From an optimization exercise on the open Yosys and OpenROAD flow, aimed at small area; shortcuts taken in it are not production practice. At most, simulation tests tie the RTL to the original design; equivalence was not proved. For runs 1 and 2, only the layout was checked, not whether the RTL still works. Power figures rest on the tool's default switching activity, not on a simulated workload.

`design/flow/flow/synth.tcl`:
```
# The standard synthesis (synth_recipe.tcl), with ABC's technology mapping
# run with an area-oriented script; nothing else changes
proc abc {args} {
  set i [lsearch -exact $args -script]
  if { $i >= 0 } { lset args [expr {$i + 1}] $::env(FLOW_ABC_SCRIPT) }
  puts "abc with area script: $args"
  yosys abc {*}$args
}
source $::env(FLOW_STD_SYNTH)
```
`design/flow/config.mk`:
```
export PLATFORM = sky130hd
export DESIGN_NAME = fli_dec
export DESIGN_NICKNAME = fli_dec
export VERILOG_FILES = /design/flow/design.v
export SDC_FILE = /design/flow/constraint.sdc
export NUM_CORES = 4
export LEC_CHECK = 0
export CAP_MARGIN = 20
export CORE_MARGIN = 2
export CORE_UTILIZATION = 40
export CTS_BUF_LIST = sky130_fd_sc_hd__clkbuf_4
export SLEW_MARGIN = 20
```
`design/flow/design.v`:
```
module fli_dec (
    input  wire        clk,
    input  wire        rst,           
    input  wire        host_we,
    input  wire [2:0]  host_addr,     
    input  wire [31:0] host_wdata,
    output wire [5:0]  status,        
    output wire [1:0]  ctrl,          
    output wire [31:0] ip,
    output wire [31:0] errcode,
    input  wire        s_valid,
    input  wire [7:0]  s_data,
    input  wire        s_err,         
    input  wire [31:0] s_errcode,
    output wire        s_ready,
    output reg         fb_we,
    output wire        fb_wbank,
    output wire [15:0] fb_waddr,
    output reg  [7:0]  fb_wdata,
    output wire        fb_re,
    output wire        fb_rbank,
    output wire [15:0] fb_raddr,
    input  wire [7:0]  fb_rdata,
    output reg         pal_we,
    output wire        pal_wbank,
    output wire [9:0]  pal_waddr,
    output reg  [7:0]  pal_wdata,
    output wire        pal_re,
    output wire        pal_rbank,
    output wire [9:0]  pal_raddr,
    input  wire [7:0]  pal_rdata
);
    localparam [15:0] M_COLOR2 = 16'd4;
    localparam [15:0] M_LC2    = 16'd7;
    localparam [15:0] M_COLOR  = 16'd11;
    localparam [15:0] M_LC     = 16'd12;
    localparam [15:0] M_BRUN   = 16'd15;
    localparam [5:0]
        S_IDLE     = 6'd0,
        S_DONE     = 6'd1,
        S_FAULT    = 6'd2,
        S_CPF_RD   = 6'd3,
        S_CPF_WR   = 6'd4,
        S_CPP_RD   = 6'd5,
        S_CPP_WR   = 6'd6,
        S_PAL_H0   = 6'd7,
        S_PAL_H1   = 6'd8,
        S_PAL_PKT  = 6'd9,
        S_PAL_CNT  = 6'd10,
        S_PAL_SK1  = 6'd11,
        S_PAL_SK2  = 6'd12,
        S_PAL_R    = 6'd13,
        S_PAL_G    = 6'd14,
        S_PAL_B    = 6'd15,
        S_PAL_WG   = 6'd16,
        S_PAL_WB   = 6'd17,
        S_PAL_FULL = 6'd18,
        S_PAL_FW   = 6'd19,
        S_BR_LINE  = 6'd20,
        S_BR_PKT   = 6'd21,
        S_LC_H0    = 6'd22,
        S_LC_H1    = 6'd23,
        S_LC_ROWS  = 6'd24,
        S_LC_H2    = 6'd25,
        S_LC_H3    = 6'd26,
        S_LC_LINE  = 6'd27,
        S_L2_H0    = 6'd28,
        S_L2_H1    = 6'd29,
        S_L2_LINE  = 6'd30,
        S_L2_W1    = 6'd31,
        S_L2_VSK   = 6'd32,
        S_EOL      = 6'd33,   
        S_L2_LP1   = 6'd34,
        S_L2_LP2   = 6'd35,
        S_PKT      = 6'd36,   
        S_C        = 6'd37,   
        S_L2_B0    = 6'd38,
        S_L2_B1    = 6'd39,
        S_LIT_RD   = 6'd40,
        S_LIT_WR   = 6'd41,
        S_REP_V    = 6'd42,
        S_REP_WR   = 6'd43;
    localparam [1:0] O_BRUN = 2'd0, O_LC = 2'd1, O_LC2 = 2'd2, O_COLOR = 2'd3;
    reg [15:0] width, height;
    reg        fbank, pbank;
    reg        f_ioerr, f_ovf, f_pclamp, f_badop;
    reg [31:0] ip_r;
    reg [31:0] errcode_r;
    reg [5:0]  state;
    reg [1:0]  op;
    reg [15:0] lines, pkts;
    reg [16:0] base, addr;
    reg [8:0]  len;
    reg [7:0]  dat, dat1, lastpix;
    reg        lastv;
    wire busy = (state != S_IDLE) && (state != S_DONE) && (state != S_FAULT);
    wire idle = (state == S_IDLE) || (state == S_DONE);
    assign status    = {f_badop, f_pclamp, f_ovf, f_ioerr, (state == S_DONE), busy};
    assign ctrl      = {pbank, fbank};
    assign ip        = ip_r;
    assign errcode   = errcode_r;
    assign fb_wbank  = fbank;
    assign fb_rbank  = ~fbank;
    assign pal_wbank = pbank;
    assign pal_rbank = ~pbank;
    assign fb_waddr  = addr[15:0];
    assign fb_raddr  = addr[15:0];
    assign pal_waddr = addr[9:0];
    assign pal_raddr = addr[9:0];
    wire w_big = (width[15:9] != 7'd0) || (width[8] && width[7:0] != 8'd0);
    wire h_big = (height[15:9] != 7'd0) || (height[8] && height[7:0] != 8'd0);
    wire [8:0]  fa = w_big ? height[8:0] : width[8:0];
    wire [15:0] fb = w_big ? width : height;
    wire [16:0] fbx = {1'b0, fb};
    wire [16:0] p0 = fa[0] ? fbx : 17'd0;
    wire [16:0] p1 = fa[1] ? {fbx[15:0], 1'b0} : 17'd0;
    wire [16:0] p2 = fa[2] ? {fbx[14:0], 2'b0} : 17'd0;
    wire [16:0] p3 = fa[3] ? {fbx[13:0], 3'b0} : 17'd0;
    wire [16:0] p4 = fa[4] ? {fbx[12:0], 4'b0} : 17'd0;
    wire [16:0] p5 = fa[5] ? {fbx[11:0], 5'b0} : 17'd0;
    wire [16:0] p6 = fa[6] ? {fbx[10:0], 6'b0} : 17'd0;
    wire [16:0] p7 = (fa[7] ? {fbx[9:0], 7'b0} : 17'd0) | (fa[8] ? {fbx[8:0], 8'b0} : 17'd0);
    wire ov = (fa[1] & fb[15]) | (fa[2] & (|fb[15:14])) | (fa[3] & (|fb[15:13])) |
              (fa[4] & (|fb[15:12])) | (fa[5] & (|fb[15:11])) | (fa[6] & (|fb[15:10])) |
              (fa[7] & (|fb[15:9])) | (fa[8] & (|fb[15:8]));
    wire [16:0] s1 = p0 ^ p1 ^ p2, m1 = (p0 & p1) | (p0 & p2) | (p1 & p2);
    wire [16:0] s2 = p3 ^ p4 ^ p5, m2 = (p3 & p4) | (p3 & p5) | (p4 & p5);
    wire [16:0] c1 = {m1[15:0], 1'b0}, c2 = {m2[15:0], 1'b0};
    wire [16:0] s3 = s1 ^ c1 ^ s2, m3 = (s1 & c1) | (s1 & s2) | (c1 & s2);
    wire [16:0] c3 = {m3[15:0], 1'b0};
    wire [16:0] s4 = c2 ^ p6 ^ p7, m4 = (c2 & p6) | (c2 & p7) | (p6 & p7);
    wire [16:0] c4 = {m4[15:0], 1'b0};
    wire [16:0] s5 = s3 ^ c3 ^ s4, m5 = (s3 & c3) | (s3 & s4) | (c3 & s4);
    wire [16:0] c5 = {m5[15:0], 1'b0};
    wire [16:0] s6 = s5 ^ c5 ^ c4, m6 = (s5 & c5) | (s5 & c4) | (c5 & c4);
    wire [16:0] c6 = {m6[15:0], 1'b0};
    wire [17:0] psum = {1'b0, s6} + {1'b0, c6};
    wire ovc = m1[16] | m2[16] | m3[16] | m4[16] | m5[16] | m6[16] | psum[17];
    wire fits = !(w_big && h_big) && !ov && !ovc && (!psum[16] || psum[15:0] == 16'd0);
    reg  [16:0] wh;
    wire in_frame = (addr < wh);
    wire pal_in   = !(addr[9] && addr[8]);    
    wire at767    = (addr[9:0] == 10'd767);
    wire lc2   = (op == O_LC2);
    wire scale = (op == O_COLOR);
    wire [7:0]  neg  = ~s_data + 8'd1;                      
    wire [15:0] word = {s_data, dat};
    reg        rd;                  
    reg        ip_lo, ip_hi;        
    reg [5:0]  nxt;                 
    reg        a_en, a_base;        
    reg [1:0]  a_b;                 
    reg        b_en;                
    reg        p_en;  reg [1:0] p_src;
    reg        l_en;  reg       l_src;
    reg        n_en;  reg [2:0] n_src;
    reg        d_en, d1_en, lp_en, d_sc;
    reg [1:0]  d_src;  reg d1_src;      
    reg        set_ovf, set_pclamp, lv_set, lv_clr;
    localparam [1:0] B_ONE = 2'd0, B_DAT = 2'd1, B_MONE = 2'd2, B_W = 2'd3;
    localparam [1:0] P_WORD = 2'd0, P_BYTE = 2'd1, P_NWORD = 2'd2, P_DEC = 2'd3;
    localparam [2:0] N_BYTE = 3'd0, N_NEG = 3'd1, N_NEG2 = 3'd2, N_BYTE2 = 3'd3, N_DEC = 3'd4;
    wire [7:0]  sc   = (scale && d_sc) ? {s_data[5:0], 2'b00} : s_data;
    wire run_last = (len == 9'd1);
    wire [5:0] pkt_state = (op == O_BRUN) ? S_BR_PKT : S_PKT;
    always @(*) begin
        rd = 1'b0; ip_lo = 1'b0; ip_hi = 1'b0;
        nxt = state;
        a_en = 1'b0; a_base = 1'b0; a_b = B_ONE;
        b_en = 1'b0;
        p_en = 1'b0; p_src = P_DEC;
        l_en = 1'b0; l_src = 1'b0;
        n_en = 1'b0; n_src = N_DEC;
        d_en = 1'b0; d1_en = 1'b0; lp_en = 1'b0; d_sc = 1'b0; d_src = 2'd0; d1_src = 1'b0;
        set_ovf = 1'b0; set_pclamp = 1'b0; lv_set = 1'b0; lv_clr = 1'b0;
        case (state)
            S_CPF_RD: nxt = !in_frame ? (lc2 ? S_L2_H0 : S_LC_H0) : S_CPF_WR;
            S_CPF_WR: begin a_en = 1'b1; nxt = S_CPF_RD; end
            S_CPP_RD: nxt = S_CPP_WR;
            S_CPP_WR: begin a_en = 1'b1; nxt = at767 ? S_PAL_H0 : S_CPP_RD; end
            S_PAL_H0: begin rd = 1'b1; ip_lo = 1'b1; d_en = 1'b1; nxt = S_PAL_H1; end
            S_PAL_H1: begin
                rd = 1'b1; ip_hi = 1'b1;
                p_en = 1'b1; p_src = P_WORD;
                a_en = 1'b1; a_base = 1'b1;                  
                nxt = S_PAL_PKT;
            end
            S_PAL_PKT: begin
                if (pkts == 16'd0) nxt = S_DONE;
                else begin rd = 1'b1; d_en = 1'b1; nxt = S_PAL_CNT; end
            end
            S_PAL_CNT: begin
                rd = 1'b1; n_en = 1'b1; n_src = N_BYTE;
                if (s_data == 8'd0) begin
                    a_en = 1'b1; a_base = 1'b1;              
                    nxt = S_PAL_FULL;
                end else begin
                    a_en = pal_in; a_b = B_DAT;
                    nxt = S_PAL_SK1;
                end
            end
            S_PAL_SK1: begin a_en = pal_in; a_b = B_DAT; nxt = S_PAL_SK2; end
            S_PAL_SK2: begin a_en = pal_in; a_b = B_DAT; nxt = S_PAL_R; end
            S_PAL_R:   begin rd = 1'b1; d_en = 1'b1; d_sc = 1'b1; nxt = S_PAL_G; end
            S_PAL_G:   begin rd = 1'b1; d1_en = 1'b1; d_sc = 1'b1; nxt = S_PAL_B; end
            S_PAL_B: begin
                rd = 1'b1; d_en = 1'b1; d_src = 2'd1; d1_en = 1'b1; d_sc = 1'b1;
                if (pal_in) begin
                    a_en = 1'b1;
                    nxt = S_PAL_WG;
                end else begin
                    set_pclamp = 1'b1;
                    n_en = 1'b1;
                    p_en = run_last;
                    nxt = run_last ? S_PAL_PKT : S_PAL_R;
                end
            end
            S_PAL_WG: begin a_en = 1'b1; d_en = 1'b1; d_src = 2'd1; nxt = S_PAL_WB; end
            S_PAL_WB: begin
                a_en = 1'b1; n_en = 1'b1; p_en = run_last;
                nxt = run_last ? S_PAL_PKT : S_PAL_R;
            end
            S_PAL_FULL: begin rd = 1'b1; d_en = 1'b1; d_sc = 1'b1; nxt = S_PAL_FW; end
            S_PAL_FW:   begin a_en = 1'b1; nxt = at767 ? S_DONE : S_PAL_FULL; end
            S_BR_LINE: begin
                if (lines == 16'd0) nxt = S_DONE;
                else begin
                    rd = 1'b1; p_en = 1'b1; p_src = P_BYTE;
                    nxt = S_BR_PKT;
                end
            end
            S_BR_PKT: begin
                if (pkts == 16'd0) begin
                    a_en = 1'b1; a_base = 1'b1;
                    nxt = S_EOL;
                end else begin
                    rd = 1'b1; n_en = 1'b1;
                    n_src = s_data[7] ? N_NEG : N_BYTE;
                    nxt = s_data[7] ? S_LIT_RD : S_REP_V;
                end
            end
            S_LC_H0: begin rd = 1'b1; ip_lo = 1'b1; d_en = 1'b1; nxt = S_LC_H1; end
            S_LC_H1: begin
                rd = 1'b1; ip_hi = 1'b1; p_en = 1'b1; p_src = P_WORD;    
                a_en = 1'b1; a_base = 1'b1;
                nxt = S_LC_ROWS;
            end
            S_LC_ROWS: begin
                if (pkts == 16'd0 || !in_frame) nxt = S_LC_H2;
                else begin a_en = 1'b1; a_b = B_W; b_en = 1'b1; p_en = 1'b1; end
            end
            S_LC_H2: begin rd = 1'b1; ip_lo = 1'b1; d_en = 1'b1; nxt = S_LC_H3; end
            S_LC_H3: begin
                rd = 1'b1; ip_hi = 1'b1; l_en = 1'b1; l_src = 1'b1;
                nxt = S_LC_LINE;
            end
            S_LC_LINE: begin
                if (lines == 16'd0) nxt = S_DONE;
                else begin
                    rd = 1'b1; p_en = 1'b1; p_src = P_BYTE;
                    nxt = S_PKT;
                end
            end
            S_PKT: begin
                if (pkts == 16'd0) begin
                    a_en = 1'b1; a_base = 1'b1;
                    nxt = S_EOL;
                end else begin
                    rd = 1'b1; d_en = 1'b1; nxt = S_C;
                end
            end
            S_C: begin
                rd = 1'b1;
                a_en = in_frame; a_b = B_DAT;
                if (s_data[7]) begin
                    n_en = 1'b1; n_src = lc2 ? N_NEG2 : N_NEG;
                    nxt = lc2 ? S_L2_B0 : S_REP_V;
                end else if (s_data == 8'd0) begin
                    p_en = 1'b1;
                    nxt = S_PKT;
                end else begin
                    n_en = 1'b1; n_src = lc2 ? N_BYTE2 : N_BYTE;
                    nxt = S_LIT_RD;
                end
            end
            S_EOL: begin
                set_ovf = lastv && !in_frame;
                lv_clr = 1'b1;
                a_en = in_frame; a_b = B_W; b_en = in_frame;
                l_en = 1'b1;
                nxt = (op == O_BRUN) ? S_BR_LINE :
                      (op == O_LC) ? S_LC_LINE :
                      (lastv && in_frame) ? S_L2_LP1 : S_L2_LINE;
            end
            S_L2_LP1: begin a_en = 1'b1; a_b = B_MONE; d_en = 1'b1; d_src = 2'd2; nxt = S_L2_LP2; end
            S_L2_LP2: nxt = S_L2_LINE;
            S_L2_H0: begin rd = 1'b1; ip_lo = 1'b1; d_en = 1'b1; nxt = S_L2_H1; end
            S_L2_H1: begin
                rd = 1'b1; ip_hi = 1'b1; l_en = 1'b1; l_src = 1'b1;
                nxt = S_L2_LINE;
            end
            S_L2_LINE: begin
                if (lines == 16'd0) nxt = S_DONE;
                else begin rd = 1'b1; ip_lo = 1'b1; d_en = 1'b1; nxt = S_L2_W1; end
            end
            S_L2_W1: begin
                rd = 1'b1; ip_hi = 1'b1;
                a_en = 1'b1; a_base = 1'b1;
                if (s_data[7] && s_data[6]) begin
                    p_en = 1'b1; p_src = P_NWORD;
                    nxt = S_L2_VSK;
                end else if (s_data[7]) begin
                    lp_en = 1'b1; lv_set = 1'b1;
                    nxt = S_L2_LINE;
                end else begin
                    p_en = 1'b1; p_src = P_WORD;
                    nxt = S_PKT;
                end
            end
            S_L2_VSK: begin
                a_en = in_frame; a_b = B_W; b_en = in_frame;
                p_en = 1'b1;
                if (pkts == 16'd0 || !in_frame) nxt = S_L2_LINE;
            end
            S_L2_B0:  begin rd = 1'b1; d_en = 1'b1; nxt = S_L2_B1; end
            S_L2_B1:  begin rd = 1'b1; d1_en = 1'b1; nxt = S_REP_WR; end
            S_LIT_RD: begin rd = 1'b1; d_en = 1'b1; nxt = S_LIT_WR; end
            S_LIT_WR: begin
                a_en = in_frame; set_ovf = !in_frame;
                n_en = 1'b1; p_en = run_last;
                nxt = run_last ? pkt_state : S_LIT_RD;
            end
            S_REP_V: begin
                rd = 1'b1; d_en = 1'b1;
                p_en = (len == 9'd0);
                nxt = (len == 9'd0) ? pkt_state : S_REP_WR;
            end
            S_REP_WR: begin
                d_en = lc2; d_src = 2'd1; d1_en = lc2; d1_src = 1'b1;
                a_en = in_frame; set_ovf = !in_frame;
                n_en = 1'b1; p_en = run_last;
                if (run_last) nxt = pkt_state;
            end
            default: ;
        endcase
    end
    assign s_ready = rd;
    wire rd_fail = rd && !s_valid && s_err;
    wire go      = !(rd && !s_valid);         
    assign fb_re  = (state == S_CPF_RD);
    assign pal_re = (state == S_CPP_RD);
    wire cp_wr = (state == S_CPF_WR) || (state == S_CPP_WR);
    always @(*) begin
        fb_wdata  = cp_wr ? fb_rdata : dat;
        pal_wdata = cp_wr ? pal_rdata : dat;
        fb_we     = 1'b0;
        pal_we    = 1'b0;
        case (state)
            S_CPF_WR: fb_we = 1'b1;
            S_CPP_WR: pal_we = 1'b1;
            S_PAL_B:  pal_we = s_valid && pal_in;
            S_PAL_WG: pal_we = 1'b1;
            S_PAL_WB: pal_we = 1'b1;
            S_PAL_FW: pal_we = 1'b1;
            S_LIT_WR: fb_we = in_frame;
            S_REP_WR: fb_we = in_frame;
            S_L2_LP2: fb_we = 1'b1;
            default: ;
        endcase
    end
    reg [16:0] a_add;
    always @(*) begin
        case (a_b)
            B_ONE:   a_add = 17'd1;
            B_DAT:   a_add = {9'd0, dat};
            B_MONE:  a_add = 17'h1ffff;
            default: a_add = {1'b0, width};
        endcase
    end
    wire [16:0] a_sum = addr + a_add;
    reg [15:0] p_nxt;
    always @(*) begin
        case (p_src)
            P_WORD:  p_nxt = word;
            P_BYTE:  p_nxt = {8'd0, s_data};
            P_NWORD: p_nxt = ~word;
            default: p_nxt = pkts - 16'd1;
        endcase
    end
    reg [8:0] n_nxt;
    always @(*) begin
        case (n_src)
            N_BYTE:  n_nxt = {1'b0, s_data};
            N_NEG:   n_nxt = {1'b0, neg};
            N_NEG2:  n_nxt = {neg, 1'b0};
            N_BYTE2: n_nxt = {s_data, 1'b0};
            default: n_nxt = len - 9'd1;
        endcase
    end
    wire host_reg = host_we && (host_addr <= 3'd4);
    wire host_ok  = host_reg && idle;
    wire [15:0] cmd = host_wdata[15:0];
    wire cmd_pix = (cmd == M_BRUN) || (cmd == M_LC) || (cmd == M_LC2);
    wire cmd_pal = (cmd == M_COLOR) || (cmd == M_COLOR2);
    wire start   = host_ok && (host_addr == 3'd2) && (cmd_pal || (cmd_pix && fits));
    always @(posedge clk) begin
        if (host_ok && host_addr == 3'd0) width  <= host_wdata[15:0];
        if (host_ok && host_addr == 3'd1) height <= host_wdata[15:0];
    end
    always @(posedge clk) begin
        if (start) begin
            wh    <= psum[16:0];
            addr  <= 17'd0;
            base  <= 17'd0;
            lines <= height;
            op    <= (cmd == M_BRUN || cmd == M_COLOR2) ? O_BRUN :
                     (cmd == M_LC) ? O_LC : (cmd == M_LC2) ? O_LC2 : O_COLOR;
        end else if (go) begin
            if (a_en)  addr  <= a_base ? base : a_sum;
            if (b_en)  base  <= a_sum;
            if (l_en)  lines <= l_src ? word : lines - 16'd1;
        end
    end
    always @(posedge clk) begin
        if (go) begin
            if (p_en)  pkts    <= p_nxt;
            if (n_en)  len     <= n_nxt;
            if (d_en)  dat     <= (d_src == 2'd1) ? dat1 : (d_src == 2'd2) ? lastpix : sc;
            if (d1_en) dat1    <= d1_src ? dat : sc;
            if (lp_en) lastpix <= dat;
        end
        if (start || (go && lv_clr)) lastv <= 1'b0;
        else if (go && lv_set)       lastv <= 1'b1;
    end
    always @(posedge clk) begin
        if (rst) begin
            state     <= S_IDLE;
            fbank     <= 1'b0;
            pbank     <= 1'b0;
            f_ioerr   <= 1'b0;
            f_ovf     <= 1'b0;
            f_pclamp  <= 1'b0;
            f_badop   <= 1'b0;
            ip_r      <= 32'd0;
            errcode_r <= 32'd0;
        end else begin
            if (host_reg && !idle) begin
                f_badop <= 1'b1;
            end else if (host_ok) begin
                case (host_addr)
                    3'd2: begin
                        if (start) begin
                            ip_r  <= 32'd0;
                            state <= (cmd == M_BRUN) ? S_BR_LINE :
                                     cmd_pix ? S_CPF_RD : S_CPP_RD;
                        end else begin
                            f_badop <= 1'b1;
                        end
                    end
                    3'd3: begin
                        if (host_wdata[3]) f_ovf    <= 1'b0;
                        if (host_wdata[4]) f_pclamp <= 1'b0;
                        if (host_wdata[5]) f_badop  <= 1'b0;
                    end
                    3'd4: begin
                        fbank <= host_wdata[0];
                        pbank <= host_wdata[1];
                    end
                    default: ;
                endcase
            end
            if (rd_fail) begin
                f_ioerr   <= 1'b1;
                errcode_r <= s_errcode;
                state     <= S_FAULT;
            end else if (go) begin
                if (rd && !ip_lo)
                    ip_r <= {ip_r[31:1] + {30'd0, ip_hi | ip_r[0]}, ip_r[0] ^ !ip_hi};
                if (set_ovf)    f_ovf    <= 1'b1;
                if (set_pclamp) f_pclamp <= 1'b1;
                if (busy) state <= nxt;
            end
        end
    end
endmodule
```
`design/flow/constraint.sdc`:
```
create_clock -name core_clock -period 11.0 [get_ports {clk}]
set_input_delay 2.2000 -clock core_clock [delete_from_list [all_inputs] [get_ports {clk}]]
set_output_delay 2.2000 -clock core_clock [all_outputs]
set_load 0.01 [all_outputs]
```
`design/flow/flow/run.sh`:
```
#!/bin/bash
# Layout flow: the standard flow (standard.sh), with these changes.
#  1. Synthesis is the standard synthesis script (synth_recipe.tcl) with
#     two changes for area: ABC maps the logic with an area-oriented script
#     (abc_area.script), and Yosys builds carry chains as ripple chains
#     (lcu_ripple.v) instead of Kogge-Stone trees.  Neither touches the
#     registers: names, count and cells are the standard synthesis's.
#  2. The port buffers that placement inserts are sky130_fd_sc_hd__buf_1.
#  3. Clock tree synthesis uses clkbuf_4 buffers and no dummy loads.
# Each step's full output is in synth.log / layout.log here, and ORFS's own
# logs are under orfs/logs/.
set -euo pipefail
flow_dir=$(cd "$(dirname "${BASH_SOURCE[0]}")" && pwd)
export FLOW_ABC_SCRIPT="$flow_dir/abc_area.script"
export FLOW_STD_SYNTH="$PWD/synth_recipe.tcl"
knobs=("SYNTH_SCRIPT=$flow_dir/synth.tcl"
       "SYNTH_OPERATIONS_ARGS=-extra-map $flow_dir/lcu_ripple.v"
       "BUFFER_PORTS_ARGS=-buffer_cell sky130_fd_sc_hd__buf_1"
       "CTS_ARGS=-sink_clustering_enable -repair_clock_nets -dont_use_dummy_load -buf_list sky130_fd_sc_hd__clkbuf_4")
bash standard.sh "${knobs[@]}" synth > synth.log 2>&1
bash standard.sh "${knobs[@]}" finish > layout.log 2>&1
```
`design/flow/flow/lcu_ripple.v`:
```
// Ripple carry chain for Yosys's $lcu (carry lookahead unit): the smallest
// form, for an area-oriented synthesis
(* techmap_celltype = "$lcu" *)
module _70_lcu_ripple (P, G, CI, CO);
	parameter WIDTH = 2;

	(* force_downto *)
	input [WIDTH-1:0] P, G;
	input CI;

	(* force_downto *)
	output [WIDTH-1:0] CO;

	integer i;
	(* force_downto *)
	reg [WIDTH-1:0] g;

	wire [1023:0] _TECHMAP_DO_ = "proc; opt -fast";

	always @* begin
		g = G;
		g[0] = g[0] | (P[0] & CI);
		for (i = 1; i < WIDTH; i = i + 1)
			g[i] = g[i] | P[i] & g[i - 1];
	end

	assign CO = g;
endmodule
```
`design/flow/standard.sh`:
```
#!/bin/bash
# synth_recipe.tcl (not shown) runs the flow's synth.tcl, then flattens the netlist and writes it again
# the make line also repeats each setting of config.mk as NAME=value (left out here)
make -C /OpenROAD-flow-scripts/flow DESIGN_CONFIG=/design/flow/config.mk WORK_HOME=/design/flow/orfs CLKGATE_MAP_FILE= SYNTH_SCRIPT=/design/flow/synth_recipe.tcl "${@:-finish}"
```
`design/flow/flow/abc_area.script`:
```
&get -n
&st
&deepsyn -T 30
&dch
&nf -a -R 1000
&put
topo
```
==> results of run 1 <==
## kinds of logic (layout without fill, tap and decap cells)
group | Yosys count | after routing | synth area share [%]
buf+inv | 210 | 602 | 6.63
mux | 3 | 3 | 0.197
flops | 227 | 227 | 37.5
fa+ha+maj | 201 | 201 | 21.3
xor+xnor | 7 | 7 | 0.403
other cells | 0 | 3 | 0
compound gates | 422 | 422 | 18.4
simple gates | 523 | 523 | 15.5
## layout by cell type (no fill, tap or decap), types with 6 or more instances in the layout
cell type                  count
sky130_fd_sc_hd__o21ai_0     105
sky130_fd_sc_hd__a221o_1       8
sky130_fd_sc_hd__nand2_1     133
sky130_fd_sc_hd__dfxtp_1     111
sky130_fd_sc_hd__o22a_1        6
sky130_fd_sc_hd__nor2_1      201
sky130_fd_sc_hd__or3_1         6
sky130_fd_sc_hd__clkbuf_4     60
sky130_fd_sc_hd__a31oi_1      11
sky130_fd_sc_hd__clkinv_1    150
sky130_fd_sc_hd__a22oi_1      26
sky130_fd_sc_hd__nand4_1      11
sky130_fd_sc_hd__nor4_1       17
sky130_fd_sc_hd__fa_2         24
sky130_fd_sc_hd__xnor2_1       6
sky130_fd_sc_hd__fa_1         74
sky130_fd_sc_hd__o22ai_1      20
sky130_fd_sc_hd__buf_1       228
sky130_fd_sc_hd__nor3_1       22
sky130_fd_sc_hd__edfxtp_1    116
sky130_fd_sc_hd__a21oi_1      87
sky130_fd_sc_hd__ha_1        103
sky130_fd_sc_hd__buf_4       156
sky130_fd_sc_hd__and3_1        9
sky130_fd_sc_hd__nor2b_1      14
sky130_fd_sc_hd__a22o_1       94
sky130_fd_sc_hd__nand3_1      28
sky130_fd_sc_hd__and2_0       11
sky130_fd_sc_hd__a21oi_2       8
sky130_fd_sc_hd__buf_12        6
sky130_fd_sc_hd__and2_4        6
sky130_fd_sc_hd__o211ai_1      6
sky130_fd_sc_hd__nand2b_1     19
sky130_fd_sc_hd__a221oi_1     10
sky130_fd_sc_hd__o221ai_1      7
sky130_fd_sc_hd__nor2_2       10
## what timing repair did
item | CTS | global route
cloned | 0 | 0
endpoints found under the setup margin | 24 | 122
buffers inserted | 1 | 10
gates resized for setup | 9 | 40
pin swaps | 6 | 21
## cell type report
cell class | count | area (um2)
multi-input cells | 1156 | 8820
flip-flops and latches | 227 | 5710
diodes | 3 | 7.51
clock buffers | 60 | 450
well taps | 511 | 639
repair buffers | 391 | 2160
fillers | 3618 | 19200
inverters | 151 | 568
## flip-flops by register name, summed over array words and instances (netlist names), 17 cells and up
name / flops
ip_r: 32
wh: 17
addr: 17
base: 17
errcode_r: 32
## final timing paths
check	slack [ns]	start	cells after the start	end
worst max-delay path	0.50	width[2]	39	ip_r[17]
worst min-delay path	0.45	base[3]	2	base[3]
worst max register to register	0.50	width[2]	39	ip_r[17]
worst min register to register	0.45	base[3]	2	base[3]
## stage by stage
step           hold slack [ns]  setup slack [ns]  power, mW  util [%]
2_1_floorplan            0.425            0.0211       2.32         -
5_1_grt                  0.483           0.00871       3.79      48.8
4_1_cts                  0.454            0.0291       3.49      48.3
3_3_place_gp             0.434            -0.178       2.87      47.0
6_report                 0.454             0.498       3.50      48.8
3_5_place_dp             0.442            -0.288       2.90      47.0
## report_power, final
| group | total, mW | leakage, nW | switching, mW | internal (mW) |
|---|---|---|---|---|
| clock network | 0.567 | 0.276 | 0.323 | 0.244 |
| registers | 1.22 | 1.96 | 0.126 | 1.09 |
| logic | 1.72 | 4.88 | 1.04 | 0.679 |
| total | 3.50 | 7.12 | 1.49 | 2.01 |
## per-layer routing
metal / share of wire (%) / up-vias
li1: - / 6472
met1: 44 / 6737
met2: 45 / 651
met3: 8.2 / 72
met4: 2.5 / 0
met5: 0 / -
## worst min-delay path, cell delays in order (launching register included)
cell                      delay (ns)
sky130_fd_sc_hd__dfxtp_1        0.32
sky130_fd_sc_hd__nand2_1        0.04
sky130_fd_sc_hd__o21ai_0        0.05
==> results.txt, run 1 <==
- The sum of negative setup slack is 0 ns.
- The post-synthesis instance area is 15200 um2.
- Summing over every cut layer, the via total after detailed routing is 13900.
- Summing the sequential cell areas from Yosys gives 37.5% of the chip area.
- STA classifies the critical path endpoint as a register.
- In the global route stage, met2 resource usage came out at 42.5%.
- The average cell area after synthesis is 9.56 um2.
- The power per cell area is 191 nW/um2.
- The buffers plus inverters on the worst setup path is 6.
- The worst hold path belongs to the class reg -> reg.
- The number of buffers created by CTS is 60.
- The count of input and output buffers is 228.
- In this run, placement finished with an instance count of 2425.
- Subtracting the final worst setup slack from the clock period gives between 10 and 15 ns.
- The final HPWL from detailed placement is 39300 um.
- The cell row count is 71.
- The clock sink count is 227.
- The cell count after synthesis came out at 1593.
- The aggregate global-route resource usage is 26.3%.
- In the finished design, the share of the clock period the worst path needs comes to 95.5%.
- For this block, the initial DRC count from the detailed router was 1122.
- STA classifies the critical path startpoint as a register.
- Once the floorplan was initialized, standard cells occupied 40.5% of the core.
- The kind of cell with the highest combined delay along the critical path is adder cells.
- The CTS clock-pin slew for the worst setup and hold paths is 0.07 ns.
- The category of the most critical setup path is reg -> reg.
- Setup violations remaining at the end of the flow were counted as 0.
- The achievable clock frequency is 0.0952 GHz.
- In this design, the critical path's most frequently occurring cell is sky130_fd_sc_hd__fa_2.
- The async set-or-reset flop fraction in the synthesized netlist is 0%.
- The wire length reported by the detailed router is roughly 51000 um.
- After the flow finishes, the layout carries non-filler instances totaling ~2500.
- The synthesized netlist net count is 1890.
- The largest incremental delay on the critical path is 0.57 ns.
- Once detail routing completed, the nets flagged for antenna violations numbered 0.
- The actual transition at the worst max-transition pin is 1.13 ns.
- The standard cell area after detailed placement is 17700 um2.
- The die boundary width is ~200 um.
- The data arrival time of the critical path is 11.16 ns.
- The sum of overflow across all layers after global routing is 0.
- The critical path data required time is 11.66 ns.
- between 200 and 250 I/O pins were placed.
- The max-slew violation count is 0.
- The via count of the first global-routing pass is 13700.
- The number of antenna violations at the first check in global routing is 2.
- Setup repair after global routing left no endpoint under its margin.
- The pin count of the biggest net entering global routing is 36.
- TritonCTS built the clock tree.
- After detailed routing, the number of remaining DRC violations is 0.
- The pre-antenna-repair detailed-routing pass consisted of 5 iterations.
- The latest clock arrival within the worst-skew pair is ~0.80 ns.
- Of all nets on the critical path, the largest fanout is 32.
- The post-route cell area is about 18000 um2.
- The post-synthesis register bit count is approximately 230.
- At the end of the flow, the number of nets in the layout was 2284.
- The share of synthesized area in the top cell type comes to between 20 and 25%.
- The total of warnings raised by yosys is 1.
- Dividing the detail-routed via count by the number of cells gives between 5 and 6.
- Sorting the synthesized cells by area gives the leading types as sky130_fd_sc_hd__edfxtp_1 (23%), sky130_fd_sc_hd__dfxtp_1 (15%), sky130_fd_sc_hd__fa_1 (13%).
- The run finished with no timing, DRC or antenna violations.
- The total count of hold-check failures in the final report is 0.
- Synthesis instantiated 50 different standard cells from the library.
- The die covers 39700 um2.
- The routed wire length per instance is 20.5 um.
- By count the netlist is led by sky130_fd_sc_hd__nor2_1 (214), sky130_fd_sc_hd__clkinv_1 (151), sky130_fd_sc_hd__nand2_1 (133), sky130_fd_sc_hd__edfxtp_1 (116), sky130_fd_sc_hd__dfxtp_1 (111).
- Yosys mapped a number of flops with a built-in enable equal to 116.
- The max-capacitance violation count is 0.
- The cell with the biggest individual delay on the critical path is sky130_fd_sc_hd__fa_1.
- The area added between synthesis and finish is 20.5%.
- The most used flip-flop cell after synthesis is sky130_fd_sc_hd__edfxtp_1.
- The clock root buffer is sky130_fd_sc_hd__clkbuf_4.
- CTS built an H-tree with a depth of 2.
- The most common cell in the synthesized netlist is sky130_fd_sc_hd__nor2_1.
- Global routing used under 10% of the available met3 tracks.
- Routability-driven placement finished with a final weighted congestion of between 0.9 and 1.
- The wire length of the first global-routing pass is 78700 um.
- The die span in y is around 200 um.
- For this design the static power due to leakage is 7.12 nW.
- The worst slew slack as a fraction of its limit is about 25%.
- Clock skew on the completed layout was measured at 0.0851 ns.
- The peak supply drop is 0.000108 V.
- In this run the most used layer during global routing was met2.
- The maximum buffer depth of the clock tree is 3.
- sky130_fd_sc_hd__edfxtp_1 takes more of the synthesized area than any other cell.
- After floorplanning, the core was sized to cover between 30000 and 40000 um2.
- The cts-stage hold buffer count is 0.
- Cells with a size suffix above 1 make up 15.0% of the layout.
- Global routing used 35.5% of the available met1 tracks.
==> inputs of run 2 (changes only) <==
--- a/design/flow/design.v
+++ b/design/flow/design.v
@@ -81,3 +81,5 @@
         S_REP_V    = 6'd42,
-        S_REP_WR   = 6'd43;
+        S_REP_WR   = 6'd43,
+        S_INIT     = 6'd44,   
+        S_INITP    = 6'd45;   
     localparam [1:0] O_BRUN = 2'd0, O_LC = 2'd1, O_LC2 = 2'd2, O_COLOR = 2'd3;
@@ -95,2 +97,3 @@
     reg        lastv;
+    wire init = (state == S_INIT) || (state == S_INITP);
     wire busy = (state != S_IDLE) && (state != S_DONE) && (state != S_FAULT);
@@ -140,2 +143,3 @@
     reg  [16:0] wh;
+    always @(posedge clk) wh <= psum[16:0];
     wire in_frame = (addr < wh);
@@ -176,2 +180,4 @@
         case (state)
+            S_INIT:  nxt = (op == O_BRUN) ? S_BR_LINE : S_CPF_RD;
+            S_INITP: nxt = S_CPP_RD;
             S_CPF_RD: nxt = !in_frame ? (lc2 ? S_L2_H0 : S_LC_H0) : S_CPF_WR;
@@ -411,3 +417,6 @@
         if (start) begin
-            wh    <= psum[16:0];
+            op    <= (cmd == M_BRUN || cmd == M_COLOR2) ? O_BRUN :
+                     (cmd == M_LC) ? O_LC : (cmd == M_LC2) ? O_LC2 : O_COLOR;
+        end
+        if (init) begin
             addr  <= 17'd0;
@@ -415,4 +424,2 @@
             lines <= height;
-            op    <= (cmd == M_BRUN || cmd == M_COLOR2) ? O_BRUN :
-                     (cmd == M_LC) ? O_LC : (cmd == M_LC2) ? O_LC2 : O_COLOR;
         end else if (go) begin
@@ -431,3 +438,3 @@
         end
-        if (start || (go && lv_clr)) lastv <= 1'b0;
+        if (init || (go && lv_clr)) lastv <= 1'b0;
         else if (go && lv_set)       lastv <= 1'b1;
@@ -452,5 +459,3 @@
                         if (start) begin
-                            ip_r  <= 32'd0;
-                            state <= (cmd == M_BRUN) ? S_BR_LINE :
-                                     cmd_pix ? S_CPF_RD : S_CPP_RD;
+                            state <= cmd_pal ? S_INITP : S_INIT;
                         end else begin
@@ -475,2 +480,5 @@
                 state     <= S_FAULT;
+            end else if (init) begin
+                ip_r  <= 32'd0;
+                state <= nxt;
             end else if (go) begin
==> run 2 against run 1 <==
- cell area shrank 5.4%
- routed wire length shrank 0.35%
- die area shrank 2.4%
- sequential share of layout area grew 0.81 points
- critical path type unchanged
- highest routed layer is now met5
- area after synthesis shrank 2.4%
- first-iteration DRC count shrank 6.6%
- setup slack gained 0.026 ns
- synthesized cell count shrank 2.4%
- final cell count shrank 5.4%
- clock power grew 3.7%
==> results.txt, run 2 <==
- At the pin with the least slew margin, the transition time is 1.09 ns.
- In this run, flip-flops and latches consume roughly 36% of the power.
- The min-delay analysis places its worst path in the category reg -> reg.
- The number of cells in the design after placement is about 2300.
- For this run, the register share of the synthesized area comes to 37.2%.
- The remaining design rule violation count is 0.
- The clock sink count is 227.
- For the worst setup path, the data required time is 11.57 ns.
- The die span in y is 197 um.
- The initialized floorplan defines 70 standard-cell rows.
- The die is 197 um wide.
- The cell with the biggest individual delay on the critical path is sky130_fd_sc_hd__fa_1.
- Routability-driven placement finished with a final weighted congestion of 1.01.
- Fill cells in the final layout number 3541.
- The run finished with no timing, DRC or antenna violations.
- The endpoint kind of the worst setup timing path is a register.
- The wire length reported by the detailed router is 51100 um.
- Dividing the detail-routed via count by the number of cells gives 5.67.
- The count of flip-flops with a built-in enable after synthesis is 99.
- After synthesis, the share of flip-flops with an asynchronous set or reset is 0%.
- The count of input and output buffers is 228.
- In this run the remaining antenna-violating nets after routing total 0.
- Summing every instance area after synthesis gives 14900 um2.
- Max-cap violations in this run came to 0.
- The initial detailed-routing violation count is 1048.
- The final critical-path required period is 10.48 ns.
- Ranked by total cell area, the synthesized netlist is headed by sky130_fd_sc_hd__edfxtp_1 (20%), sky130_fd_sc_hd__dfxtp_1 (17%), sky130_fd_sc_hd__fa_1 (13%).
- The area added between synthesis and finish is 16.8%.
- The leading register cell type out of synthesis is sky130_fd_sc_hd__dfxtp_1.
- The total of warnings raised by yosys is 1.
- Static timing analysis puts the maximum clock frequency at 0.0955 GHz.
- The via count of the first global-routing pass came to 13200.
- Before antenna repair, the detailed router went through 5 iterations.
- Synthesis produced a netlist whose cell count is 1554.
- The worst slew slack as a fraction of its limit is between 20% and 30%.
- The number of levels in the clock H-tree is 3.
- Counting every net in the synthesized netlist gives 1851.
- The internal portion of total power is 1.98 mW.
- The total count of hold-check failures in the final report is 0.
- Across all layers, the routed design uses approximately 13000 vias.
- Summed over all nets, the half-perimeter wirelength after detailed placement is 39000 um.
- TritonCTS built the clock tree.
- The setup path with the least slack is of type reg -> reg.
- Entering global routing, the biggest net connects 38 pins.
- After synthesis the netlist holds a flip-flop and latch count of about 230.
- The static leakage is 6.72 nW.
- In this run, the combinational gates consume between 40 and 50% of the power.
- Of the post-synthesis cell area, the dominant cell type holds about a fifth.
- The peak supply drop is 0.000111 V.
- The average cell area after synthesis is 9.57 um2.
- In this run the power density over the cells is between 150 and 200 nW/um2.
- The power share of the clock group is 17.1%.
- The sum of negative setup slack is 0 ns.
- The analysis attributes to net switching a power of 1.47 mW.
- Data on the critical path arrives at its endpoint at 11.05 ns.
- Of the cells placed in the final design, the portion with a size suffix greater than 1 is 11.2%.
- Clock latency on the worst-skew pair, taken at its later pin, is 0.73 ns.
- Synthesis instantiated 51 different standard cells from the library.
- Leaving out fill and tap cells, the most frequent cell in the layout is sky130_fd_sc_hd__buf_1.
- After global routing the overflow that remains totals 0.
- The cell that appears most often on the critical path is sky130_fd_sc_hd__fa_1.
- The number of antenna violations at the first check in global routing was 2.
- The number of standard cells in the final layout excluding fillers is approximately 2400.
- After detailed routing, the average wire length per cell comes to 21.6 um.
- Sorting the synthesized cells by how often they occur yields sky130_fd_sc_hd__nand2_1 (180), sky130_fd_sc_hd__nor2_1 (164), sky130_fd_sc_hd__clkinv_1 (156), sky130_fd_sc_hd__dfxtp_1 (128), sky130_fd_sc_hd__o21ai_0 (105).
- The worst register-to-register path has a depth of 36.
- The ratio of final minimum period to clock period is 95.2%.
- The aggregate global-route resource usage is 26.5%.
- The first global-routing pass estimated 77300 um of wire.
- The number of buffers created by CTS is 67.
- The max-slew violation count is 0.
- The clock root buffer is sky130_fd_sc_hd__clkbuf_4.
- The most frequent cell after synthesis is sky130_fd_sc_hd__nand2_1.
- The floorplan core area is around 37000 um2.
- The library cells used most frequently in the layout, excluding fill and tap cells, are sky130_fd_sc_hd__buf_1 (228), sky130_fd_sc_hd__nand2_1 (178), sky130_fd_sc_hd__nor2_1 (160).
- After the last flow step, the layout net total stands at 2194.
- The largest registers in the layout are errcode_r x32, ip_r x32.
- The largest driver fanout on the critical path is 6.
- Setup violations remaining at the end of the flow were counted as 0.
- The post-CTS setup-driven buffer insertion count is 0.
- The maximum buffer depth of the clock tree is 3.
- Clock skew on the completed layout was measured at slightly below 0.1 ns.
- The cell count of the worst hold path is 2.
- The cell accounting for the most synthesized area is sky130_fd_sc_hd__edfxtp_1.
- The largest incremental delay on the critical path is 0.57 ns.
- The switching part of the total power is 42.7%.
- The CTS clock-pin slew for the worst setup and hold paths is 0.06 ns.
- between 200 and 250 I/O pins were placed.
- The startpoint type of the worst setup path is a register.
- The full die area is 38700 um2.
- The initial standard-cell utilization of the core is 40.6%.
==> run 2: changes by cell type in the layout (fill, tap and decap cells not counted), sizes merged, moves of 8 or more <==
| cell | before | now |
|---|---|---|
| clkbuf | 60 | 68 |
| dfxtp | 111 | 128 |
| a22o | 94 | 72 |
| o22ai | 20 | 7 |
| nand2 | 133 | 180 |
| a21oi | 96 | 79 |
| edfxtp | 116 | 99 |
| buf | 391 | 332 |
| a22oi | 26 | 47 |
| nor2 | 214 | 164 |
==> run 2: cells by family (layout without fill, tap and decap cells) <==
family / count (synthesis) / count (layout) / share of synthesized area (%)
simple gates: 501 / 501 / 15.0
xor+xnor: 7 / 7 / 0.412
compound gates: 399 / 399 / 18.3
mux: 4 / 4 / 0.269
buf+inv: 215 / 556 / 6.92
fa+ha+maj: 201 / 201 / 21.9
flops: 227 / 227 / 37.2
other cells: 0 / 1 / 0
==> run 2: cell type report <==
cell class	instances	area, um2	share of cell area [%]
multi-input combinational	1112	8490	48.9
sequential	227	5540	31.9
timing repair buffer	333	1650	9.53
inverter	156	586	3.37
tap	468	586	3.37
clock buffer	67	503	2.90
antenna	1	2.50	0.0144
==> run 2: power groups by stage <==
stage	clock network (mW)	registers, mW	logic [mW]
5_1_grt	0.651	1.26	1.82
4_1_cts	0.613	1.24	1.59
2_1_floorplan	0	1.23	1.06
6_report	0.588	1.24	1.62
3_5_place_dp	0	1.25	1.58
3_3_place_gp	0	1.25	1.55
==> run 2: what timing repair did <==
action | 4_1_cts | 5_1_grt
hold buffers | 0 | 0
pin swaps | 2 | 5
endpoints found under the setup margin | 9 | 11
gates resized for setup | 8 | 29
==> run 2: worst max-delay path: cells and delay by family (launching register included) <==
family | cells | cell delay, ns
fa+ha+maj | 16 | 6.29
simple gates | 13 | 2.34
compound gates | 3 | 0.80
buf+inv | 4 | 0.49
flops | 1 | 0.41
==> run 2: worst paths after layout <==
check | from | end | slack, ns
min reg2reg | base[0] | base[0] | 0.45
min | base[0] | base[0] | 0.45
max | width[4] | f_badop | 0.52
max reg2reg | width[4] | f_badop | 0.52
==> run 2: through the flow <==
step                hold slack (ns)  utilization (%)  setup WS [ns]  power, mW  cell area (um2)
finish                        0.455             47.4          0.524       3.45            17400
global route                  0.475             47.4        -0.0343       3.73            17400
CTS                           0.455             47.1        0.00199       3.44            17200
detailed placement            0.443             45.6         -0.278       2.83            16700
global placement              0.434             45.6         -0.130       2.80            16700
floorplan                     0.425                -        0.00674       2.29            14900
==> run 2: metal layers <==
layer / GRT usage, % / vias to the layer above / routed length, um
met2: 39.6 / 734 / 21900
met1: 36.2 / 6364 / 22400
met5: 0 / - / 11
met4: 10.1 / 2 / 1530
met3: 7.73 / 99 / 5230
li1: - / 6213 / -
==> inputs of run 3 (changes only) <==
--- a/design/flow/design.v
+++ b/design/flow/design.v
@@ -45,32 +45,32 @@
         S_CPP_WR   = 6'd6,
-        S_PAL_H0   = 6'd7,
-        S_PAL_H1   = 6'd8,
-        S_PAL_PKT  = 6'd9,
-        S_PAL_CNT  = 6'd10,
-        S_PAL_SK1  = 6'd11,
-        S_PAL_SK2  = 6'd12,
-        S_PAL_R    = 6'd13,
-        S_PAL_G    = 6'd14,
-        S_PAL_B    = 6'd15,
-        S_PAL_WG   = 6'd16,
-        S_PAL_WB   = 6'd17,
-        S_PAL_FULL = 6'd18,
-        S_PAL_FW   = 6'd19,
-        S_BR_LINE  = 6'd20,
-        S_BR_PKT   = 6'd21,
-        S_LC_H0    = 6'd22,
-        S_LC_H1    = 6'd23,
-        S_LC_ROWS  = 6'd24,
-        S_LC_H2    = 6'd25,
-        S_LC_H3    = 6'd26,
-        S_LC_LINE  = 6'd27,
-        S_L2_H0    = 6'd28,
-        S_L2_H1    = 6'd29,
-        S_L2_LINE  = 6'd30,
-        S_L2_W1    = 6'd31,
-        S_L2_VSK   = 6'd32,
-        S_EOL      = 6'd33,   
-        S_L2_LP1   = 6'd34,
-        S_L2_LP2   = 6'd35,
-        S_PKT      = 6'd36,   
+        S_PAL_H0   = 6'd40,
+        S_PAL_H1   = 6'd48,
+        S_PAL_PKT  = 6'd28,
+        S_PAL_CNT  = 6'd32,
+        S_PAL_SK1  = 6'd7,
+        S_PAL_SK2  = 6'd8,
+        S_PAL_R    = 6'd33,
+        S_PAL_G    = 6'd34,
+        S_PAL_B    = 6'd35,
+        S_PAL_WG   = 6'd9,
+        S_PAL_WB   = 6'd10,
+        S_PAL_FULL = 6'd36,
+        S_PAL_FW   = 6'd11,
+        S_BR_LINE  = 6'd24,
+        S_BR_PKT   = 6'd29,
+        S_LC_H0    = 6'd41,
+        S_LC_H1    = 6'd49,
+        S_LC_ROWS  = 6'd12,
+        S_LC_H2    = 6'd42,
+        S_LC_H3    = 6'd50,
+        S_LC_LINE  = 6'd25,
+        S_L2_H0    = 6'd43,
+        S_L2_H1    = 6'd51,
+        S_L2_LINE  = 6'd26,
+        S_L2_W1    = 6'd52,
+        S_L2_VSK   = 6'd13,
+        S_EOL      = 6'd14,   
+        S_L2_LP1   = 6'd15,
+        S_L2_LP2   = 6'd16,
+        S_PKT      = 6'd30,   
         S_C        = 6'd37,   
@@ -78,8 +78,8 @@
         S_L2_B1    = 6'd39,
-        S_LIT_RD   = 6'd40,
-        S_LIT_WR   = 6'd41,
-        S_REP_V    = 6'd42,
-        S_REP_WR   = 6'd43,
-        S_INIT     = 6'd44,   
-        S_INITP    = 6'd45;   
+        S_LIT_RD   = 6'd56,
+        S_LIT_WR   = 6'd17,
+        S_REP_V    = 6'd57,
+        S_REP_WR   = 6'd18,
+        S_INIT     = 6'd19,   
+        S_INITP    = 6'd20;   
     localparam [1:0] O_BRUN = 2'd0, O_LC = 2'd1, O_LC2 = 2'd2, O_COLOR = 2'd3;
@@ -151,4 +151,6 @@
     wire [15:0] word = {s_data, dat};
-    reg        rd;                  
-    reg        ip_lo, ip_hi;        
+    wire       rd = state[5] |
+                    (state[4] & state[3] & (state[2] ? (pkts != 16'd0) : (lines != 16'd0)));
+    wire       ip_lo = (state[5:3] == 3'b101) || (state == S_L2_LINE);   
+    wire       ip_hi = (state[5:3] == 3'b110);                           
     reg [5:0]  nxt;                 
@@ -170,3 +172,2 @@
     always @(*) begin
-        rd = 1'b0; ip_lo = 1'b0; ip_hi = 1'b0;
         nxt = state;
@@ -186,5 +187,4 @@
             S_CPP_WR: begin a_en = 1'b1; nxt = at767 ? S_PAL_H0 : S_CPP_RD; end
-            S_PAL_H0: begin rd = 1'b1; ip_lo = 1'b1; d_en = 1'b1; nxt = S_PAL_H1; end
+            S_PAL_H0: begin d_en = 1'b1; nxt = S_PAL_H1; end
             S_PAL_H1: begin
-                rd = 1'b1; ip_hi = 1'b1;
                 p_en = 1'b1; p_src = P_WORD;
@@ -195,6 +195,6 @@
                 if (pkts == 16'd0) nxt = S_DONE;
-                else begin rd = 1'b1; d_en = 1'b1; nxt = S_PAL_CNT; end
+                else begin d_en = 1'b1; nxt = S_PAL_CNT; end
             end
             S_PAL_CNT: begin
-                rd = 1'b1; n_en = 1'b1; n_src = N_BYTE;
+                n_en = 1'b1; n_src = N_BYTE;
                 if (s_data == 8'd0) begin
@@ -209,6 +209,6 @@
             S_PAL_SK2: begin a_en = pal_in; a_b = B_DAT; nxt = S_PAL_R; end
-            S_PAL_R:   begin rd = 1'b1; d_en = 1'b1; d_sc = 1'b1; nxt = S_PAL_G; end
-            S_PAL_G:   begin rd = 1'b1; d1_en = 1'b1; d_sc = 1'b1; nxt = S_PAL_B; end
+            S_PAL_R:   begin d_en = 1'b1; d_sc = 1'b1; nxt = S_PAL_G; end
+            S_PAL_G:   begin d1_en = 1'b1; d_sc = 1'b1; nxt = S_PAL_B; end
             S_PAL_B: begin
-                rd = 1'b1; d_en = 1'b1; d_src = 2'd1; d1_en = 1'b1; d_sc = 1'b1;
+                d_en = 1'b1; d_src = 2'd1; d1_en = 1'b1; d_sc = 1'b1;
                 if (pal_in) begin
@@ -228,3 +228,3 @@
             end
-            S_PAL_FULL: begin rd = 1'b1; d_en = 1'b1; d_sc = 1'b1; nxt = S_PAL_FW; end
+            S_PAL_FULL: begin d_en = 1'b1; d_sc = 1'b1; nxt = S_PAL_FW; end
             S_PAL_FW:   begin a_en = 1'b1; nxt = at767 ? S_DONE : S_PAL_FULL; end
@@ -233,3 +233,3 @@
                 else begin
-                    rd = 1'b1; p_en = 1'b1; p_src = P_BYTE;
+                    p_en = 1'b1; p_src = P_BYTE;
                     nxt = S_BR_PKT;
@@ -242,3 +242,3 @@
                 end else begin
-                    rd = 1'b1; n_en = 1'b1;
+                    n_en = 1'b1;
                     n_src = s_data[7] ? N_NEG : N_BYTE;
@@ -247,5 +247,5 @@
             end
-            S_LC_H0: begin rd = 1'b1; ip_lo = 1'b1; d_en = 1'b1; nxt = S_LC_H1; end
+            S_LC_H0: begin d_en = 1'b1; nxt = S_LC_H1; end
             S_LC_H1: begin
-                rd = 1'b1; ip_hi = 1'b1; p_en = 1'b1; p_src = P_WORD;    
+                p_en = 1'b1; p_src = P_WORD;    
                 a_en = 1'b1; a_base = 1'b1;
@@ -257,5 +257,5 @@
             end
-            S_LC_H2: begin rd = 1'b1; ip_lo = 1'b1; d_en = 1'b1; nxt = S_LC_H3; end
+            S_LC_H2: begin d_en = 1'b1; nxt = S_LC_H3; end
             S_LC_H3: begin
-                rd = 1'b1; ip_hi = 1'b1; l_en = 1'b1; l_src = 1'b1;
+                l_en = 1'b1; l_src = 1'b1;
                 nxt = S_LC_LINE;
@@ -265,3 +265,3 @@
                 else begin
-                    rd = 1'b1; p_en = 1'b1; p_src = P_BYTE;
+                    p_en = 1'b1; p_src = P_BYTE;
                     nxt = S_PKT;
@@ -274,3 +274,3 @@
                 end else begin
-                    rd = 1'b1; d_en = 1'b1; nxt = S_C;
+                    d_en = 1'b1; nxt = S_C;
                 end
@@ -278,3 +278,2 @@
             S_C: begin
-                rd = 1'b1;
                 a_en = in_frame; a_b = B_DAT;
@@ -302,5 +301,5 @@
             S_L2_LP2: nxt = S_L2_LINE;
-            S_L2_H0: begin rd = 1'b1; ip_lo = 1'b1; d_en = 1'b1; nxt = S_L2_H1; end
+            S_L2_H0: begin d_en = 1'b1; nxt = S_L2_H1; end
             S_L2_H1: begin
-                rd = 1'b1; ip_hi = 1'b1; l_en = 1'b1; l_src = 1'b1;
+                l_en = 1'b1; l_src = 1'b1;
                 nxt = S_L2_LINE;
@@ -309,6 +308,5 @@
                 if (lines == 16'd0) nxt = S_DONE;
-                else begin rd = 1'b1; ip_lo = 1'b1; d_en = 1'b1; nxt = S_L2_W1; end
+                else begin d_en = 1'b1; nxt = S_L2_W1; end
             end
             S_L2_W1: begin
-                rd = 1'b1; ip_hi = 1'b1;
                 a_en = 1'b1; a_base = 1'b1;
@@ -330,5 +328,5 @@
             end
-            S_L2_B0:  begin rd = 1'b1; d_en = 1'b1; nxt = S_L2_B1; end
-            S_L2_B1:  begin rd = 1'b1; d1_en = 1'b1; nxt = S_REP_WR; end
-            S_LIT_RD: begin rd = 1'b1; d_en = 1'b1; nxt = S_LIT_WR; end
+            S_L2_B0:  begin d_en = 1'b1; nxt = S_L2_B1; end
+            S_L2_B1:  begin d1_en = 1'b1; nxt = S_REP_WR; end
+            S_LIT_RD: begin d_en = 1'b1; nxt = S_LIT_WR; end
             S_LIT_WR: begin
@@ -339,3 +337,3 @@
             S_REP_V: begin
-                rd = 1'b1; d_en = 1'b1;
+                d_en = 1'b1;
                 p_en = (len == 9'd0);
--- a/design/flow/config.mk
+++ b/design/flow/config.mk
@@ -9,4 +9,5 @@
 export CORE_MARGIN = 2
-export CORE_UTILIZATION = 40
+export CORE_UTILIZATION = 65
 export CTS_BUF_LIST = sky130_fd_sc_hd__clkbuf_4
+export PLACE_DENSITY = 0.8
 export SLEW_MARGIN = 20
==> run 3 against run 2 <==
- still clean on timing, DRC and antenna
- core utilization up 28 points
- synthesized cell count down 1.9%
- hold slack better by 0.0070 ns
- register-to-register slack worse by 0.02 ns
- global-route usage up 11 points
- total power down 10%
- first-iteration DRC count up 50%
- non-clock buffer count down 14
- area after synthesis down 0.40%
- critical path type unchanged
- critical endpoint is now state[1]
==> results.txt, run 3 <==
- At the end of the flow, the number of nets in the layout was 2139.
- The via count of the first global-routing pass is 13200.
- Based on the critical path, the design can be clocked at up to ~0.095 GHz.
- The worst setup path is launched from a register.
- In this run the worst path has a maximum fanout of 9.
- For the pin with the worst max-slew slack, the measured transition is ~1.1 ns.
- In the synthesized netlist the dominant register cell turns out to be sky130_fd_sc_hd__dfxtp_1.
- The TritonCTS clock tree is done.
- For this run, the number of standard cells in the final layout without fillers is approximately 2100.
- The clock passes through at most 3 buffers.
- After floorplanning, the core was sized to cover around 23000 um2.
- Yosys mapped a number of flops with a built-in enable equal to between 90 and 100.
- The count of nets left with antenna violations once routing finished came out at 0.
- The max-slew violation count is 0.
- The post-synthesis register bit count is 227.
- The top-level I/O count is approximately 250.
- The run finished with no timing, DRC or antenna violations.
- The wire length reported by the detailed router is 45400 um.
- The first global-routing pass estimated 70000 um of wire.
- The category of the most critical setup path is reg -> reg.
- For hold timing, the worst endpoint is base[10].
- Routability-driven placement finished with a final weighted congestion of 1.03.
- The endpoint kind of the worst setup timing path is a register.
- STA puts the critical path data required time at 11.53 ns.
- The later pin in the worst-skew pair is clocked with a latency of 0.67 ns.
- In this run the critical register-to-register path is launched from width[11].
- The mapped netlist covers ~15000 um2.
- The most common cell type on the critical path is sky130_fd_sc_hd__fa_1.
- The clock sink count is 227.
- Port buffering added about 230 buffers.
- The total chip power is 3.10 mW.
- In the global route stage, overall resource usage came out at 37.5%.
- The leading cell type in the layout, fill and taps excluded is sky130_fd_sc_hd__buf_1.
- The post-detailed-route via-to-cell ratio is about 6.3.
- The total of endpoints with negative setup slack in the final report is 0.
- Relative to the synthesized area, the layout overhead comes to 14.2%.
- After synthesis, the share of flip-flops with an asynchronous set or reset is 0%.
- The power per cell area is ~180 nW/um2.
- For this run, the number of Yosys warnings is 1.
- The synthesized netlist net count is 1820.
- The remaining design rule violation count is 0.
- Yosys attributes the largest share of cell area to sky130_fd_sc_hd__edfxtp_1 (20%), sky130_fd_sc_hd__dfxtp_1 (17%), sky130_fd_sc_hd__fa_1 (13%).
- The worst hold path begins at base[10].
- The initial utilization of the core area, before any placement, comes to between 60% and 70%.
- STA puts the critical path data arrival time at 11.02 ns.
- The max-capacitance violation count is 0.
- IR analysis of the VDD net gives a maximum drop of between 0.0001 and 0.00015 V.
- Setup repair after global routing left no endpoint under its margin.
- The die covers around 24000 um2.
- The number of cells in the design after placement is slightly above 2000.
- Entering global routing, the biggest net connects 33 pins.
- The number of antenna violations at the first check in global routing is 2.
- The clock root buffer is sky130_fd_sc_hd__clkbuf_4.
- The sequential area share after synthesis is a little under two fifths.
- The layout has 1613 filler cells.
- The analysis attributes to cell leakage a power of 6.46 nW.
- The number of library cell types mapped by synthesis is 53.
- The die boundary width is 155 um.
- The cell with the biggest individual delay on the critical path is sky130_fd_sc_hd__or4_4.
- On the worst path, the slowest cell contributes a delay of a little under 0.6 ns.
- The endpoint identified for the worst register-to-register timing path is state[1].
- The library cells used most frequently in the layout, excluding fill and tap cells, are sky130_fd_sc_hd__buf_1 (228), sky130_fd_sc_hd__nand2_1 (168), sky130_fd_sc_hd__clkinv_1 (153).
- The clock period could shrink to 10.49 ns.
- The cell row count is 55.
- The total count of hold-check failures in the final report is 0.
- For the final database, setup skew stands at approximately 0.078 ns.
- The cell count of the worst hold path is 2.
- The post-route cell area is 16900 um2.
- The reg-to-reg setup timing slack is roughly 0.5 ns.
- In this run, the number of DRC markers left after iteration 0 of detailed routing was 1569.
- By count the netlist is led by sky130_fd_sc_hd__nand2_1 (168), sky130_fd_sc_hd__clkinv_1 (153), sky130_fd_sc_hd__nor2_1 (143), sky130_fd_sc_hd__dfxtp_1 (128), sky130_fd_sc_hd__ha_1 (102).
- The final HPWL from detailed placement is ~35000 um.
- Summing all placed instances gives a cell area of 16300 um2.
- The average cell area after synthesis is 9.71 um2.
- The ratio of cells with drive above 1 in the final layout is 10.3%.
- The area fraction of the dominant cell type after synthesis is 20.1%.
- The number of cells on the worst reg-to-reg path is 34.
- In this run the tightest slew margin relative to its limit is 29.4%.
- The die is around 150 um tall.
- The synthesized design spends more area on one cell type than any other, namely sky130_fd_sc_hd__edfxtp_1.
- Summed over all layers, the global routing overflow is 0.
- The most frequent cell after synthesis is sky130_fd_sc_hd__nand2_1.
- Clock-pin slew was measured on the worst setup and hold paths at 0.07 ns.
- The ratio of final minimum period to clock period is a little over nine tenths.
- The total number of vias is 13400.
- Synthesis produced 1524 cells.
- The largest registers in the layout are errcode_r x32, ip_r x32.
- The routed wire length per instance is 21.3 um.
- The number of buffers created by CTS is 57.
- The number of levels in the clock H-tree is 2.
- The tightest min-delay check is of the reg -> reg type.
- In this run, post-CTS hold repair placed 0 buffers.
- The length of the first detailed-routing pass in iterations is 7.
run 3: changes by cell type after synthesis, moves of 8 or more:
cell | previous run | this run
sky130_fd_sc_hd__nor2_1 | 164 | 143
sky130_fd_sc_hd__mux2i_1 | 4 | 19
sky130_fd_sc_hd__o22ai_1 | 7 | 24
sky130_fd_sc_hd__o21ai_0 | 105 | 88
sky130_fd_sc_hd__mux2_1 | 0 | 8
sky130_fd_sc_hd__nand2_1 | 180 | 168
sky130_fd_sc_hd__a22oi_1 | 47 | 10
sky130_fd_sc_hd__a22o_1 | 72 | 63
run 3: worst max-delay path: cells and delay by family, from the launching register on:
family | cells | cell delay, ns
adder cells (fa/ha/maj) | 16 | 6.25
buffers and inverters | 4 | 0.50
AND/OR/NAND/NOR | 6 | 1.44
flip-flops | 1 | 0.40
AO/OA/AOI/OAI | 7 | 1.49
multiplexers | 1 | 0.26
run 3: cells by family after synthesis:
family          count (synthesis)  share of synthesized area [%]
xor+xnor                        6                          0.355
simple gates                  494                           15.4
buf+inv                       212                           6.87
compound gates                358                           16.3
mux                            27                           1.89
fa+ha+maj                     200                           21.9
flops                         227                           37.4
run 3: area by class of cell:
| class | instances | area (um2) | share of cell area, % |
|---|---|---|---|
| antenna | 2 | 5.00 | 0.0296 |
| inverter | 153 | 574 | 3.40 |
| timing repair buffer | 319 | 1560 | 9.24 |
| multi-input combinational | 1085 | 8450 | 50.0 |
| sequential | 227 | 5540 | 32.7 |
| tap | 285 | 357 | 2.11 |
| clock buffer | 57 | 428 | 2.53 |
run 3: worst max-delay path by stage:
stage / start / to / slack (ns) / depth (start not counted)
CTS: width[11] / state[1] / 0.005 / 34
detailed placement: wh[1] / addr[16] / -0.09 / 50
floorplan: width[14] / state[0] / -0.03 / 32
finish: width[11] / state[1] / 0.51 / 34
global placement: wh[1] / addr[16] / 0.14 / 50
global route: width[11] / state[1] / 0.02 / 35
run 3: per-stage QoR:
stage | setup WS (ns) | hold WS, ns | TNS, ns | util (%)
after detailed placement | -0.0860 | 0.448 | -0.0860 | 72.4
after global routing | 0.0208 | 0.478 | 0 | 75.2
final | 0.508 | 0.462 | 0 | 75.2
after floorplan | -0.0306 | 0.420 | -0.0306 | -
after global placement | 0.141 | 0.435 | 0 | 72.3
after CTS | 0.00535 | 0.462 | 0 | 74.4
run 3: metal layers:
layer	GRT usage (%)	vias up	routed length (um)
li1	-	6050	-
met2	59.5	878	20900
met3	9.42	125	5320
met5	0	-	0
met4	14.8	0	1660
met1	49.9	6377	17600
run 3: where the power goes:
part           internal, mW  switching [mW]  leakage [nW]
Sequential             1.04           0.119          1.94
Combinational         0.524           0.890          4.26
Clock                 0.234           0.291         0.262
run 3: timing repair:
action,CTS,global route
endpoints found under the setup margin,5,10
hold endpoints to repair,0,0
setup buffers,0,4
resized for setup,6,34
pin swaps,1,2

## re-timing with driven ports
How much do the figures lean on ideal ports? The routed layouts below were timed once more, with nothing changed but the port constraints.
Step 1 sets driving cells, clkbuf_16 on the clock port and buf_2 on the other inputs (assumed; they add their load-dependent delay and slew).
Step 2 moves the port delays by t, midway between the first and last clock arrival at a register: inputs arrive t later, outputs are due t later. That takes back most of the time a late clock gives input paths.
a / b / c = no drivers / after step 1 / after step 2; a / b = the first two.
run	t, ns	setup slack, ns	worst setup path after step 2	worst slew at a driven data input, ns
run 1	0.794	0.498 / 0.497 / 0.497	register to register	0.06
run 2	0.728	0.524 / 0.524 / 0.356	input to register	0.10
run 3	0.675	0.508 / 0.508 / 0.508	register to register	0.08
After both steps setup and hold are still met in every run listed. The setup slack of run 2, which loses most, moves by 0.000 ns with the drivers and by -0.168 ns with both steps.
